From an optimization exercise on the open Yosys and OpenROAD flow, aimed at small area, a short achievable clock period and few clock cycles per item; shortcuts taken in it are not production practice.
In this exercise RTL edits were held to simulation tests only and were not proved equivalent to the original.
No activity file was given, so power comes from the tool's default toggle rates.

==> flow/design.v, too long to show whole: its modules and the start of the top module <==
// module dwibus_codec: 1630 lines
// module dw_nor2: 3 lines
// module dw_nand4: 3 lines
// module dw_ao21: 3 lines
// module dw_ai21b: 3 lines
// module dw_xor2: 3 lines
module dwibus_codec (
    input  wire         clk,
    input  wire         rst,         
    input  wire         start,       
    input  wire         op,          
    input  wire [7:0]   self_addr,   
    input  wire [479:0] frame_in,
    output wire         ready,
    output reg          done,        
    output wire [7:0]   status,
    output wire [7:0]   crc,
    output wire [479:0] frame_out
);
  // ...
==> flow/flow/run.sh <==
#!/bin/bash
# Own layout flow: the standard flow, with each port buffered by the
# smallest buffer (buf_1) instead of the one buffer_ports picks by default.
set -euo pipefail
bash standard.sh "BUFFER_PORTS_ARGS=-buffer_cell sky130_fd_sc_hd__buf_1" finish > standard_flow.log 2>&1
==> flow/standard.sh <==
#!/bin/bash
# synth_recipe.tcl (not shown) runs the flow's synth.tcl, then flattens the netlist and writes it again
# the make line also repeats each setting of config.mk as NAME=value (left out here)
make -C /OpenROAD-flow-scripts/flow DESIGN_CONFIG=/design/flow/config.mk WORK_HOME=/design/flow/orfs CLKGATE_MAP_FILE= SYNTH_SCRIPT=/design/flow/synth_recipe.tcl "${@:-finish}"
==> flow/config.mk <==
export PLATFORM = sky130hd
export DESIGN_NAME = dwibus_codec
export DESIGN_NICKNAME = dwibus_codec
export VERILOG_FILES = /design/flow/design.v
export SDC_FILE = /design/flow/constraint.sdc
export NUM_CORES = 4
export LEC_CHECK = 0
export CAP_MARGIN = 20
export CORE_AREA = 8 8 242 242
export DIE_AREA = 0 0 250 250
export GPL_TIMING_DRIVEN = 1
export PLACE_DENSITY = 0.7
export SETUP_SLACK_MARGIN = 2.3
export SLEW_MARGIN = 20
export SYNTH_HIERARCHICAL = 1
export SYNTH_MINIMUM_KEEP_SIZE = 0
==> flow/constraint.sdc <==
create_clock -name core_clock -period 5.0 [get_ports {clk}]
set_input_delay 1.0000 -clock core_clock [delete_from_list [all_inputs] [get_ports {clk}]]
set_output_delay 1.0000 -clock core_clock [all_outputs]
set_load 0.01 [all_outputs]
==> impl_summary.txt, run 1 <==
----------------------------------------------------
[Run status]
  Result of the run ... did not finish
  Stopped at ... I/O pin placement
  First reported error ... [ERROR PPL-0024] Number of IO pins (990) exceeds maximum number of available positions (900). Increase the die perimeter from 1000.00um to 1346.40um.

[Synthesis]
  Multiplexer share of the synthesized area ... 0%
  Average footprint of a synthesized cell ... 15.8 um2
  XOR/XNOR share of the synthesized area ... 31.7%
  Synth Area in Simple Gates ... 1.38%
  Area contributors post-synth ... sky130_fd_sc_hd__edfxtp_1 (62%), sky130_fd_sc_hd__xor2_1 (31%), sky130_fd_sc_hd__dfxtp_1 (3.1%)
  Netlist cell types ... 30
  Area share of the leading cell type in the synthesized netlist ... 61.7%
  Top cells by count, synth ... sky130_fd_sc_hd__xor2_1 (777), sky130_fd_sc_hd__edfxtp_1 (445), sky130_fd_sc_hd__buf_4 (44)
  Most common cell in the netlist ... sky130_fd_sc_hd__xor2_1
  Main combinational cell family by area after synthesis ... XOR/XNOR gates
  Cell area after synthesis ... 21700 um2
  Dominant cell type by area after synthesis ... sky130_fd_sc_hd__edfxtp_1
  Compound-Gate Fraction of Synth Area ... 0.468%
  Adder and majority cell fraction of the synthesized area ... 0%
  FF+latch count, synth ... 479
  Yosys synthesis warning count ... 7
  Cells after synthesis ... 1369
  Proportion of synthesized chip area in sequential cells ... 64.8%
  Count of flip-flops with a built-in enable after synthesis ... 445
  Async set-or-reset flop fraction in the synthesized netlist ... 0%
  Dominant register cell in the synthesized netlist ... sky130_fd_sc_hd__edfxtp_1

[Floorplan]
  Row cnt ... 85
  Floorplan die height ... 250 um
  Initial Util ... 40.1%
  Floorplan die width ... 250 um

----------------------------------------------------
Testbench counts, summed over its fixed seeds: cycles 3,840, frames 1,920.
==> inputs of run 2 (changes only) <==
--- a/flow/config.mk
+++ b/flow/config.mk
@@ -7,8 +7,9 @@
 export LEC_CHECK = 0
 export CAP_MARGIN = 20
-export CORE_AREA = 8 8 242 242
-export DIE_AREA = 0 0 250 250
-export GPL_TIMING_DRIVEN = 1
-export PLACE_DENSITY = 0.7
+export CORE_AREA = 10 10 290 290
+export CTS_CLUSTER_DIAMETER = 60
+export CTS_CLUSTER_SIZE = 30
+export DIE_AREA = 0 0 300 300
+export PLACE_DENSITY = 0.6
 export SETUP_SLACK_MARGIN = 2.3
 export SLEW_MARGIN = 20
==> run 2 against run 1 <==
Now clean on timing, DRC and antenna. Synthesized cell count unchanged. Area after synthesis unchanged.
==> impl_summary.txt, run 2 <==
----------------------------------------------------
[Min path]
  Number of cells on the worst hold path ... 1
  Hold path endpoint ... busy
  Type of the worst min-delay path ... reg2reg
  Hold Startpoint ... busy

[Floorplan]
  Row cnt ... 102 (+20%)
  Core area ... 77600 um2
  DIE AREA ... 90000 um2
  Initial Util ... 27.9% (-12 points)
  I/O pin count ... 990
  Floorplan die width ... 300 um (+20%)
  Floorplan die height ... 300 um (+20%)

[Routing]
  First-pass DRT Iterations ... 5
  DRC viols ... 0
  Routed wire length per instance ... 26.3 um
  Via/cell ratio ... 4.08
  Drt first-iter violations ... 1028
  Antenna viol nets, final ... 0
  Vias ... 14400
  Total length of routed wires ... 92900 um

[Setup path]
  Required time of the worst setup path ... 4000 ps
  Crit path capture type ... output port
  Maximum net fanout on the critical path ... 4
  Critical path type ... reg2out
  Crit Reg-Reg Endpoint ... syn_q[0]
  Setup slack on the worst flop-to-flop path ... 2350 ps
  R2R depth ... 8
  Category of the worst setup path launch point ... register
  Data arrival at the endpoint of the critical path ... 1650 ps
  Startpoint of the worst-slack reg-to-reg timing path ... img[200]

[GRT]
  Wire length of the first global-routing pass ... 123000 um
  Maximum number of pins on one net before global-route repair ... 160
  Tot GR Track Use ... 19.4%
  Initial antenna violation count ... 14
  Final global-route overflow total ... 0
  Vias in the first global route ... 15500

[Timing]
  Worst relative slew slack ... 28.2%
  Slew at the pin closest to its max-slew limit ... 1080 ps
  Hold Vio Cnt, Final ... 0
  Largest clock skew in the final design ... 36.1 ps
  Setup repair after global routing missed its margin ... true
  Tightest hold margin ... 461 ps
  Final max-slew violation count ... 0
  Fmax ... 377 MHz
  Part of the cycle the worst path needs ... 53.0%
  Total setup violations reported at the end of the flow ... 0
  Final period demand of the worst path ... 2650 ps

[Clocking]
  Clock tree from TritonCTS ... built
  Number of buffers created by CTS ... 47
  Buffer type at the clock tree root ... sky130_fd_sc_hd__clkbuf_16
  Number of sinks driven by the clock tree ... 479
  Clk pin slew, worst setup/hold paths ... 80 ps
  H-tree levels ... 2
  Clock latency reported for the late side of the worst-skew pair ... 600 ps
  Buffers from clock root to sink, at most ... 3

[Place]
  Routability congestion estimate from global placement ... 0.882
  Quantity of I/O buffers inserted on ports ... 953
  Estimated wirelength of the detail-placed design ... 79300 um

[Synthesis]
  Netlist cell types ... 30 (unchanged)
  Area contributors post-synth ... sky130_fd_sc_hd__edfxtp_1 (62%), sky130_fd_sc_hd__xor2_1 (31%), sky130_fd_sc_hd__dfxtp_1 (3.1%)
  Top cells by count, synth ... sky130_fd_sc_hd__xor2_1 (777), sky130_fd_sc_hd__edfxtp_1 (445), sky130_fd_sc_hd__buf_4 (44)
  Most common cell in the netlist ... sky130_fd_sc_hd__xor2_1
  Dominant cell type by area after synthesis ... sky130_fd_sc_hd__edfxtp_1
  Proportion of synthesized chip area in sequential cells ... 64.8% (unchanged)
  Yosys synthesis warning count ... 7 (unchanged)
  Cells after synthesis ... 1369 (unchanged)
  Count of flip-flops with a built-in enable after synthesis ... 445 (unchanged)
  FF+latch count, synth ... 479 (unchanged)
  Dominant register cell in the synthesized netlist ... sky130_fd_sc_hd__edfxtp_1
  Cell area after synthesis ... 21700 um2 (unchanged)
  Async set-or-reset flop fraction in the synthesized netlist ... 0% (unchanged)
  Average footprint of a synthesized cell ... 15.8 um2 (unchanged)
  Area share of the leading cell type in the synthesized netlist ... 61.7% (unchanged)

[Final layout]
  Fraction of layout cells with a size suffix above 1 ... 16.3%
  Most common cell after layout, fill and taps aside ... sky130_fd_sc_hd__buf_1
  Area grow syn2layout ... 42.2%
  Flip-flop count of the largest register after layout ... 440
  Largest register by flop count ... img
  Core utilization of the finished layout ... 39.7%
  Layout Nets ... 2945
  Highest-count cells in the layout ignoring fill and taps ... sky130_fd_sc_hd__buf_1 (947), sky130_fd_sc_hd__xor2_1 (565), sky130_fd_sc_hd__edfxtp_1 (445)

[Flow run]
  Max Cap Viol ... 0

[Run status]
  Result of the run ... finished clean

[Power and ir drop]
  Worst ir drop on vdd ... 0.000447 V
  Pwr/cell area ... 629 nW/um2
  Leak pwr ... 11.2 nW

----------------------------------------------------
[run 2: layout make-up]
cell class / count / area, um2
diodes: 3 / 7.51
clock buffers: 51 / 1240
clock inverters: 33 / 438
fillers: 7430 / 46800
inverters: 2 / 11.3
multi-input cells: 877 / 9320
flip-flops and latches: 479 / 14000
well taps: 1040 / 1300
repair buffers: 1046 / 4450
[run 2: cells by family after synthesis]
| group | Yosys count | share of synthesized area (%) |
|---|---|---|
| simple gates | 44 | 1.38 |
| other cells | 2 | 0.0347 |
| xor+xnor | 785 | 31.7 |
| flops | 479 | 64.8 |
| compound gates | 12 | 0.468 |
| buf+inv | 47 | 1.58 |
[run 2: critical path, cell delays in order (launching register included)]
cell and delay [ps]:
sky130_fd_sc_hd__dfxtp_1 330, sky130_fd_sc_hd__nor2_2 140, sky130_fd_sc_hd__nand4_1 120, sky130_fd_sc_hd__buf_6 170, sky130_fd_sc_hd__a21o_1 170, sky130_fd_sc_hd__buf_6 130
[run 2: where the power goes]
part	total [mW]	internal [mW]	switching, mW
clock	3.87	2.03	1.84
sequential	5.38	5.03	0.344
combinational	10.1	4.27	5.86
total	19.4	11.3	8.04
[run 2: how the worst max path moves through the flow]
stage,from,to,slack (ps),cells past startpoint
after floorplan,busy,chk_q,-2460,1
after global placement,op,pc_q[1],1440,8
after detailed placement,op,ps_q[0],1420,8
after CTS,img[78],crc_q[4],2260,8
after global routing,img[84],syn_q[6],2180,12
final,syn_q[3],status[4],2350,5
[run 2: layer usage]
metal	up-vias	global-route usage (%)	wire length, um
met5	-	0	104
met4	14	4.61	2090
met3	110	5.61	7330
met2	636	36.5	50300
met1	7080	21.1	33100
li1	6561	-	-
[run 2: modules after synthesis, one instance, submodules excluded]
| module | times used | flip-flops and latches | cells |
|---|---|---|---|
| dw_nor2 | 4 | 0 | 1 |
| dwibus_codec | 1 | 479 | 583 |
| dw_ao21 | 2 | 0 | 1 |
| dw_nand4 | 1 | 0 | 1 |
| dw_xor2 | 777 | 0 | 1 |
| dw_ai21b | 2 | 0 | 1 |
[run 2: stage by stage]
step / setup slack [ps] / cell area (um2) / std cells / power, mW / setup TNS [ps]
after global routing: 2180 / 30800 / 3528 / 20.6 / 0
after global placement: 1440 / 26400 / 3356 / 14.0 / 0
after floorplan: -2460 / 21800 / 1403 / 11.6 / -1098330
after CTS: 2260 / 29600 / 3481 / 18.9 / 0
after detailed placement: 1420 / 26400 / 3356 / 14.0 / 0
final: 2350 / 30800 / 3531 / 19.4 / 0
[run 2: timing repair]
item,CTS,global route
buffers inserted,41,47
resized for setup,150,111
pin swaps,41,57
hold buffers,0,0
endpoints found under the setup margin,36,32

[re-timing with driven ports]
No port has a modelled driver above. Below, the same layout with a new extraction and two added sets of constraints. Step 1 assumes that a clkbuf_16 drives the clock port and a buf_2 every other input. Step 2, shift: input delay + t, output delay - t, t = (earliest + latest rising clock arrival at the registers) / 2. This alone moves slack from input paths to output paths. a / b / c = ideal / step 1 / step 2; a / b = the first two.
run: run 2
t, ns: 0.651
setup slack, ns: 2.351 / 2.286 / 1.822
worst setup path after step 2: input to register
slew at the worst register clock pin (ns): 0.09 / 0.09
After both steps run 2 still meets setup and hold. For run 2, drivers alone change the setup slack by -0.065 ns; drivers and shift together by -0.529 ns.
